Context: an optimization exercise on an open-source flow, tuned for small area, a short achievable clock period and few clock cycles. The choices shown serve that exercise and are no tape-out recipe.
The RTL was checked by simulation tests, not by an equivalence proof against the original design.
Power figures rest on the tool's default switching activity, not on a simulated workload.

Setup of trial 54:
// dma_sound
module dma_sound (
    input  wire        clk,
    input  wire        rst,
    input  wire        cmd_valid,
    output wire        cmd_ready,
    input  wire [2:0]  cmd_op,        
    input  wire [7:0]  cmd_reg,
    input  wire [7:0]  cmd_wdata,
    input  wire [63:0] cmd_clk_c,
    input  wire [63:0] cmd_clk_d,
    input  wire [15:0] cmd_cap,
    input  wire [31:0] cmd_addr,
    input  wire [31:0] cmd_size,
    output wire        rsp_valid,
    output wire [7:0]  rsp_rdata,
    output wire        rsp_active,
    output wire [15:0] rsp_count,
    output wire        rsp_cycle_valid,
    output wire [63:0] rsp_cycle,
    output wire        rsp_desync,
    output wire [23:0] rsp_win_addr,
    output wire [23:0] rsp_win_size,
    output wire        rsp_overlap,
    output wire [15:0] rsp_syn_count,
    output wire        mem_req,
    output wire [23:0] mem_addr,
    input  wire        mem_ack,
    input  wire [15:0] mem_rdata,
    output wire        smp_valid,
    output wire [7:0]  smp_left,
    output wire [7:0]  smp_right,
    output wire        smp_underflow
);
Size in the first run: about 640 flip-flops, about 42000 sq um of cells after synthesis.
Settings: LEC_CHECK=0, CAP_MARGIN=20, CORE_MARGIN=2, CORE_UTILIZATION=60, CTS_CLUSTER_DIAMETER=60, CTS_CLUSTER_SIZE=25, PLACE_DENSITY=0.75, SLEW_MARGIN=20; clock period 22.0 ns.
standard.sh (not shown) runs the stock make flow with config.mk's settings and CLKGATE_MAP_FILE= SYNTH_SCRIPT=/design/flow/synth_recipe.tcl, a recipe that flattens the netlist after the stock synthesis.
==> flow/flow/run.sh <==
#!/bin/bash
# The standard layout (standard.sh: standard synthesis, floorplan, placement,
# CTS, routing, finish) with two changes to how it is made:
#  - the buffer that buffer_ports puts on every input and output port is a buf_1
#    rather than the default delay buffer (every port still gets its own buffer);
#  - repair_timing aims for 16.2 ns of setup slack at the design's 22 ns clock,
#    so it sizes up the cells on the slowest paths. The SDC is unchanged.
# The make output goes to flow.log here; ORFS keeps each step's log under orfs/logs/.
set -euo pipefail
export BUFFER_PORTS_ARGS="-buffer_cell sky130_fd_sc_hd__buf_1"
export SETUP_SLACK_MARGIN=16.2
bash standard.sh finish > flow.log 2>&1
Trial 54 reached the final stage; the timing, DRC and antenna checks on its layout passed.
Testbench counts of trial 54, summed over its fixed seeds: cycles 133,190.
Here is what was changed in the inputs of trial 26 compared with trial 54.
-- flow/design.v --
<<< trial 54, line 435
            endcase
        end
        if (rst)
            rdy <= 1'b0;
    end
endmodule
>>> trial 26, line 435
            endcase
        end
        if (rst) begin
            rdy  <= 1'b0;
            rv   <= 1'b0;
            sv   <= 1'b0;
            mreq <= 1'b0;
        end
    end
endmodule
## What came out
Trial 26 vs. trial 54: total via count in the routed design went down by 0.39%.
Trial 54 → trial 26: width of the die barely changed, internal power climbed 4.4%, clock-buffer cell count dropped 1.
Higher overall power consumption among trial 26 and trial 54: trial 26
In trial 26 the first-pass GRT wire length turned out 1.6% lower than in trial 54.
Summary of trial 26 over trial 54: cell area has decreased, sequential cell fraction of total power shows a reduction of 1.8 points, setup slack fell 42 ps.
Where leakage power of the design is concerned, trial 54 is better than trial 26.
Testbench counts of trial 26, summed over its fixed seeds: cycles 133,190.

--- another note on this design; it stands on its own ---

// dma_sound
module dma_sound (
    input  wire        clk,
    input  wire        rst,
    input  wire        cmd_valid,
    output wire        cmd_ready,
    input  wire [2:0]  cmd_op,        
    input  wire [7:0]  cmd_reg,
    input  wire [7:0]  cmd_wdata,
    input  wire [63:0] cmd_clk_c,
    input  wire [63:0] cmd_clk_d,
    input  wire [15:0] cmd_cap,
    input  wire [31:0] cmd_addr,
    input  wire [31:0] cmd_size,
    output wire        rsp_valid,
    output wire [7:0]  rsp_rdata,
    output wire        rsp_active,
    output wire [15:0] rsp_count,
    output wire        rsp_cycle_valid,
    output wire [63:0] rsp_cycle,
    output wire        rsp_desync,
    output wire [23:0] rsp_win_addr,
    output wire [23:0] rsp_win_size,
    output wire        rsp_overlap,
    output wire [15:0] rsp_syn_count,
    output wire        mem_req,
    output wire [23:0] mem_addr,
    input  wire        mem_ack,
    input  wire [15:0] mem_rdata,
    output wire        smp_valid,
    output wire [7:0]  smp_left,
    output wire [7:0]  smp_right,
    output wire        smp_underflow
);
Size: ~4,800 cells after synthesis, ~640 flip-flops, ~450 I/O pins, about 0.042 mm² of cells after synthesis.
export LEC_CHECK = 0
export CAP_MARGIN = 20
export CORE_MARGIN = 2
export CORE_UTILIZATION = 60
export CTS_CLUSTER_DIAMETER = 60
export CTS_CLUSTER_SIZE = 25
export PLACE_DENSITY = 0.75
export SLEW_MARGIN = 20
create_clock -name core_clock -period 22.0 [get_ports {clk}]
run.sh (not shown) runs the stock make flow with config.mk's settings and CLKGATE_MAP_FILE= SYNTH_SCRIPT=/design/flow/synth_recipe.tcl, a recipe that flattens the netlist after the stock synthesis.
The baseline finished with timing, DRC and antenna clean.
Testbench counts at the start, summed over its fixed seeds: cycles 133,190.
Next try:
==> flow/flow/run.sh (new file) <==
#!/bin/bash
# The standard layout (standard.sh: standard synthesis, floorplan, placement,
# CTS, routing, finish) with two changes to how it is made:
#  - the buffer that buffer_ports puts on every input and output port is a buf_1
#    rather than the default delay buffer (every port still gets its own buffer);
#  - repair_timing aims for 16.2 ns of setup slack at the design's 22 ns clock,
#    so it sizes up the cells on the slowest paths. The SDC is unchanged.
# The make output goes to flow.log here; ORFS keeps each step's log under orfs/logs/.
set -euo pipefail
export BUFFER_PORTS_ARGS="-buffer_cell sky130_fd_sc_hd__buf_1"
export SETUP_SLACK_MARGIN=16.2
bash standard.sh finish > flow.log 2>&1
==> flow/standard.sh (new file) <==
#!/bin/bash
# synth_recipe.tcl (not shown) runs the flow's synth.tcl, then flattens the netlist and writes it again
# the make line also repeats each setting of config.mk as NAME=value (left out here)
make -C /OpenROAD-flow-scripts/flow DESIGN_CONFIG=/design/flow/config.mk WORK_HOME=/design/flow/orfs CLKGATE_MAP_FILE= SYNTH_SCRIPT=/design/flow/synth_recipe.tcl "${@:-finish}"
- CORE_UTILIZATION: 60 -> 72
- PLACE_DENSITY: 0.75 -> 0.85
removed: flow/run.sh
=> Synthesized area stays the same; utilization climbs by 8.5 points; routed wire length barely changes; die area drops by 16%.
Next try:
- CORE_UTILIZATION: 72 -> 78
- PLACE_DENSITY: 0.85 -> 0.9
Result: Clock-buffer cell count went down by 3; cell count drops by 1.3%; clock skew rose by 0.0048 ns; power stays flat; first-iteration DRC count is higher by 14%.

-- static timing again, ports no longer ideal --
The results above use ideal ports. As a check the final layouts listed here were re-extracted and re-timed, cells and wires unchanged. Step 1, drivers: a clkbuf_16 drives clk and a buf_2 each remaining input, both assumed. Step 2, shift: input delay + t, output delay - t, t = (earliest + latest rising clock arrival at the registers) / 2. This alone moves slack from input paths to output paths. a / b / c = ideal ports / drivers / drivers and shift; a / b = the first two.
run	t, ns	setup slack, ns	hold slack, ns	worst register clock-pin slew, ns
trial 54	0.724	16.198 / 16.130 / 15.588	0.399 / 0.399 / 0.399	0.10 / 0.10
trial 26	0.700	16.156 / 16.089 / 15.616	0.408 / 0.408 / 0.408	0.10 / 0.10
the first run of note 2	0.696	15.406 / 15.368 / 14.721	0.409 / 0.409 / 0.409	0.10 / 0.10
the second run of note 2	0.692	16.194 / 16.127 / 15.650	0.406 / 0.406 / 0.406	0.10 / 0.10
the third run of note 2	0.680	16.103 / 16.105 / 15.463	0.412 / 0.412 / 0.412	0.10 / 0.10
After both steps every run listed still meets setup and hold. The setup slack of the first run of note 2, which loses most, moves by -0.038 ns with the drivers and by -0.685 ns with both steps.
